Context: an optimization exercise on an open-source flow, tuned for small area, a short achievable clock period and few clock cycles per item. The choices shown serve that exercise and are no tape-out recipe.
Function was checked by simulation only, so behaviour that the tests miss may differ from the original.

// pll_div_encoder
module pll_div_encoder (
    input  wire        clk,
    input  wire        rst,
    input  wire        in_valid,
    output wire        in_ready,
    input  wire        in_op,
    input  wire [31:0] in_a,
    input  wire [31:0] in_num,
    input  wire [31:0] in_denom,
    output wire        out_valid,
    input  wire        out_ready,
    output wire [31:0] out_p1,
    output wire [31:0] out_p2,
    output wire [31:0] out_p3
);
    localparam [2:0] S_IDLE  = 3'd0,
                     S_RND   = 3'd1,
                     S_DIV   = 3'd2,
                     S_PA1   = 3'd3,
                     S_SHIFT = 3'd4,
                     S_FIN   = 3'd5,
                     S_NORM  = 3'd6;
    reg  [2:0]  st;
    reg         rdy, ov;
    reg  [24:0] R;           
    reg  [6:0]  E;           
    reg  [3:0]  m;           
    reg         b0, b23, b24, b25;
    reg         rn, rd;      
    reg  [1:0]  ps, pd;      
    reg  [4:0]  k;           
    reg  [31:0] P1, P2, P3;
    reg  [31:0] NR;          
    reg  [31:0] DR;          
    reg  [24:0] KR;          
    reg         opr;         
    assign in_ready  = rdy;
    assign out_valid = ov;
    assign out_p1    = P1;
    assign out_p2    = P2;
    assign out_p3    = P3;
    function [4:0] lzc;
        input [31:0] x;
        integer i;
        begin
  ...
Size in the first run: roughly 240 flip-flops, ~200 I/O pins.
clock: 10.0 ns
lec_check: 0
abc_area: 1
cap_margin: 20
core_margin: 2
core_utilization: 50
setup_slack_margin: 5
slew_margin: 20
standard.sh (not shown) runs the stock make flow with config.mk's settings and CLKGATE_MAP_FILE= SYNTH_SCRIPT=/design/flow/synth_recipe.tcl, a recipe that flattens the netlist after the stock synthesis.
==> flow/flow/run.sh <==
#!/bin/bash
# Standard layout, except that synthesis leaves adders to ABC instead of
# extracting full/half-adder cells first (ADDER_MAP_FILE empty). Registers,
# names and every later step are those of the standard flow.
set -euo pipefail
bash standard.sh ADDER_MAP_FILE= finish > flow_make.log 2>&1
The first run finished clean.
Testbench counts at the start, summed over its fixed seeds: cycles 19,310, items 3,200.
==> next run, changes <==
Settings changed: CORE_UTILIZATION 50 to 40, SETUP_SLACK_MARGIN 5 to 4.3.
What happened: The new run completed with no timing, DRC or antenna violations; via count goes down by 4.2%; utilization came out lower by 18 points; worst setup slack gets worse by 0.30 ns; die area went up by 25%; wire length decreases by 5.9%; non-clock buffer count falls by 114; cell count came out higher by 1.1%.

========
Setup of the previous run:
The RTL this note starts from:
==> flow/design.v <==
module pll_div_encoder (
    input  wire        clk,
    input  wire        rst,
    input  wire        in_valid,
    output wire        in_ready,
    input  wire        in_op,
    input  wire [31:0] in_a,
    input  wire [31:0] in_num,
    input  wire [31:0] in_denom,
    output wire        out_valid,
    input  wire        out_ready,
    output wire [31:0] out_p1,
    output wire [31:0] out_p2,
    output wire [31:0] out_p3
);
    localparam [2:0] S_IDLE  = 3'd0,
                     S_RND   = 3'd1,
                     S_DIV   = 3'd2,
                     S_PA1   = 3'd3,
                     S_SHIFT = 3'd4,
                     S_FIN   = 3'd5,
                     S_NORM  = 3'd6;
    reg  [2:0]  st;
    reg         rdy, ov;
    reg  [24:0] R;           
    reg  [6:0]  E;           
    reg  [3:0]  m;           
    reg         b0, b23, b24, b25;
    reg         rn, rd;      
    reg  [1:0]  ps, pd;      
    reg  [4:0]  k;           
    reg  [31:0] P1, P2, P3;
    reg  [31:0] NR;          
    reg  [31:0] DR;          
    reg  [24:0] KR;          
    reg         opr;         
    assign in_ready  = rdy;
    assign out_valid = ov;
    assign out_p1    = P1;
    assign out_p2    = P2;
    assign out_p3    = P3;
    function [4:0] lzc;
        input [31:0] x;
        integer i;
        begin
            lzc = 5'd0;
            for (i = 0; i < 32; i = i + 1)
                if (x[i]) lzc = 5'd31 - i[4:0];
        end
    endfunction
    wire [23:0] md  = DR[31:8];
    wire [4:0]  lzn = lzc(NR);
    wire [4:0]  lzd = lzc(DR);
    wire [31:0] xn  = NR << lzn;
    wire [31:0] xd  = DR << lzd;
    wire        rnd_n = xn[7] & ((|xn[6:0]) | xn[8]);
    wire        rnd_d = xd[7] & ((|xd[6:0]) | xd[8]);
    wire [6:0]  E0    = {2'b00, lzd} - {2'b00, lzn} + 7'd7;
    wire        big   = (|NR[31:24]) | (|DR[31:24]);
    wire        pre   = ~big & (xn[31:26] < xd[31:26]);
    wire        is_int  = (NR == 32'd0);
    wire        is_unit = opr & (DR == 32'd1) & ~is_int;
    wire take  = rdy;      
    wire free  = ~ov | out_ready;
    wire [24:0] mn_inc = {1'b0, R[23:0]} + {24'd0, rn};
    wire [23:0] mn_r   = mn_inc[24] ? 24'h800000 : mn_inc[23:0];
    wire [6:0]  E_r    = E + {6'd0, mn_inc[24]};
    wire [24:0] dA  = R + {1'b1, ~md} + {24'd0, ~rd};    
    wire        bA  = ~dA[24];
    wire [23:0] rA  = bA ? dA[23:0] : R[23:0];
    wire [24:0] R1  = {rA, 1'b0};
    wire [24:0] dB  = R1 + {1'b1, ~md} + {24'd0, ~rd};
    wire        bB  = ~dB[24];
    wire [23:0] rB  = bB ? dB[23:0] : R1[23:0];
    wire [24:0] R2  = {rB, 1'b0};
    wire signed [7:0] Es  = {E[6], E};
    wire signed [7:0] j0  = {3'b000, m, 1'b0};
    wire signed [7:0] j1  = {3'b000, m, 1'b1};
    wire        m12    = (m == 4'd12);
    wire        caseB  = (Es <= 8'sd22) | ((Es == 8'sd23) & ~b0);
    wire        full   = ~m12 & (j1 <= Es);
    wire        half   = m12 ? ((Es >= 8'sd24) & ~b0) : (j0 == Es);
    wire        chkA   = caseB & (Es < j0);
    wire        chkB   = caseB & (Es < j1) & (~m12 | ~b0);
    wire        zero   = (chkA & ~bA) | (chkB & ~bB);
    wire        div_done = zero | m12;
    wire        carry  = m12 & caseB & ~zero;
    wire        L23    = b0;
    wire        g      = L23 ? b24 : b25;
    wire        sticky = (L23 & b25) | (|R);
    wire        bl     = L23 ? b23 : b24;
    wire        up     = g & (sticky | bl);
    wire [6:0]  kE     = E - (L23 ? 7'd23 : 7'd24);
    wire [31:0] acc_sh = ps[1] ? {P2[29:0], 2'b00} : ps[0] ? {P2[30:0], 1'b0} : P2;
    wire [31:0] fr_x   = ps[1] ? {P1[29:0], pd}    : ps[0] ? {P1[30:0], pd[0]} : P1;
    wire        fr_cin = ~ps[1] & ~ps[0] & pd[0];
    wire [31:0] hstep  = acc_sh + ({32{pd[1]}} & {P3[30:0], 1'b0})
                                + ({32{pd[0]}} & P3);
    wire        fin    = (st == S_FIN);
    wire [24:0] a_eff  = in_op ? in_a[24:0] : {17'd0, in_a[7:0]};
    wire [31:0] kterm  = fin ? ({KR, 7'd0} - 32'd512) : 32'd0;
    wire [31:0] p1_sum = kterm + fr_x + {31'd0, fr_cin};
    wire [31:0] p2_fin = {NR[24:0], 7'd0} - hstep;
    reg [2:0] st_n;
    always @(*) begin
        st_n = st;
        case (st)
            S_IDLE:  if (in_valid) st_n = S_NORM;
            S_NORM:  if (free)
                         st_n = (is_int | is_unit)      ? S_FIN :
                                big                     ? S_RND :
                                (E0[6] & (E0 != 7'h7F)) ? S_FIN : S_DIV;
            S_RND:   st_n = (E_r[6] & (E_r != 7'h7F)) ? S_FIN : S_DIV;
            S_DIV:   if (div_done) st_n = (m12 & ~caseB) ? S_PA1 : S_FIN;
            S_PA1:   st_n = (kE[4:0] == 5'd0) ? S_FIN : S_SHIFT;
            S_SHIFT: if (k <= 5'd2) st_n = S_FIN;
            S_FIN:   st_n = in_valid ? S_NORM : S_IDLE;
            default: st_n = S_IDLE;
        endcase
    end
    always @(posedge clk) begin
        if (rst) begin
            st  <= S_IDLE;
            rdy <= 1'b1;
            ov  <= 1'b0;
        end else begin
            st  <= st_n;
            rdy <= (st_n == S_FIN) | (st_n == S_IDLE);
            if (fin)
                ov <= 1'b1;
            else if (out_ready)
                ov <= 1'b0;
        end
    end
    always @(posedge clk) begin
        if (take) begin
            NR  <= in_num;
            DR  <= in_denom;
            KR  <= a_eff;
            opr <= in_op;
        end
        case (st)
            S_NORM: if (free) begin
                P3 <= DR;
                P1 <= is_unit ? {NR[24:0], 7'd0} : 32'd0;
                P2 <= is_unit ? 32'd128 : 32'd0;
                ps <= 2'd0;
                pd <= 2'd0;
                m  <= 4'd0;
                R  <= pre ? {xn[31:8], 1'b0} : {1'b0, xn[31:8]};
                DR[31:8] <= xd[31:8];
                E  <= E0 - {6'd0, pre};
                rn <= rnd_n;
                rd <= rnd_d;
            end
            S_RND: begin
                R  <= {1'b0, mn_r};
                E  <= E_r;
            end
            S_DIV: begin
                R  <= R2;
                m  <= m + 4'd1;
                if (m == 4'd0)  b0  <= bA;
                if (m == 4'd11) b23 <= bB;
                if (m12) begin
                    b24 <= bA;
                    b25 <= bB;
                end
                P1 <= p1_sum;
                P2 <= hstep;
                if (full)       begin ps <= 2'd2; pd <= {bA, bB}; end
                else if (half)  begin ps <= 2'd1; pd <= {1'b0, bA}; end
                else            begin ps <= 2'd0; pd <= {1'b0, carry}; end
            end
            S_PA1: begin
                P1 <= p1_sum;
                P2 <= hstep;
                ps <= 2'd0;
                pd <= {1'b0, up};
                k  <= kE[4:0];
            end
            S_SHIFT: begin
                P1 <= p1_sum;
                P2 <= hstep;
                pd <= 2'd0;
                if (k >= 5'd2) begin ps <= 2'd2; k <= k - 5'd2; end
                else           begin ps <= 2'd1; k <= k - 5'd1; end
            end
            S_FIN: begin
                P1 <= p1_sum;
                P2 <= p2_fin;
            end
            default: ;
        endcase
    end
endmodule
==> flow/config.mk <==
export PLATFORM = sky130hd
export DESIGN_NAME = pll_div_encoder
export DESIGN_NICKNAME = pll_div_encoder
export VERILOG_FILES = /design/flow/design.v
export SDC_FILE = /design/flow/constraint.sdc
export NUM_CORES = 4
export LEC_CHECK = 0
export ABC_AREA = 1
export CAP_MARGIN = 20
export CORE_MARGIN = 2
export CORE_UTILIZATION = 40
export SETUP_SLACK_MARGIN = 5
export SLEW_MARGIN = 20
==> flow/constraint.sdc <==
create_clock -name core_clock -period 10.0 [get_ports {clk}]
set_input_delay 2.0000 -clock core_clock [delete_from_list [all_inputs] [get_ports {clk}]]
set_output_delay 2.0000 -clock core_clock [all_outputs]
set_load 0.01 [all_outputs]
Scripts as last shown in full above: flow/flow/run.sh
The previous run: no failed stages, no open violations at the end
Testbench counts of the previous run, summed over its fixed seeds: cycles 19,310, items 3,200.
--- input diff the previous run..the current run ---
- SETUP_SLACK_MARGIN: 5 -> 4.3
## What came out
On hold slack, the previous run loses to the current run.
Taking the previous run as the reference point, the worst setup slack of the current run falls by 500 ps.
Count of multi-input combinational gates across the previous run and the current run: no real change.
Going from the previous run to the current run, first-pass GRT wire length shrank by a few percent.
Between the previous run and the current run, wire length is higher for the previous run, the current run comes in under that.

## what the ideal ports hide
The flow's constraints put no driver on any port. The routed layouts listed below were extracted and timed again, unchanged, in two steps. Step 1: set_driving_cell puts a clkbuf_16 on clk and a buf_2 on each other input, an assumption about the parent block. Step 2 moves the port delays by t, midway between the first and last clock arrival at a register: inputs arrive t later, outputs are due t later. That takes back most of the time a late clock gives input paths. Three values: no drivers, after step 1, after step 2; two values: the first two.
run	t (ns)	slack for setup (ns)	clock arrival spread, ns
the first run of note 1	0.659	4.871 / 4.871 / 4.871	0.017 / 0.017
the second run of note 1	0.660	4.566 / 4.566 / 4.566	0.014 / 0.014
the previous run	0.633	5.069 / 5.069 / 5.069	0.021 / 0.021
the current run	0.631	4.572 / 4.572 / 4.572	0.019 / 0.019
After both steps every run listed still meets setup and hold.
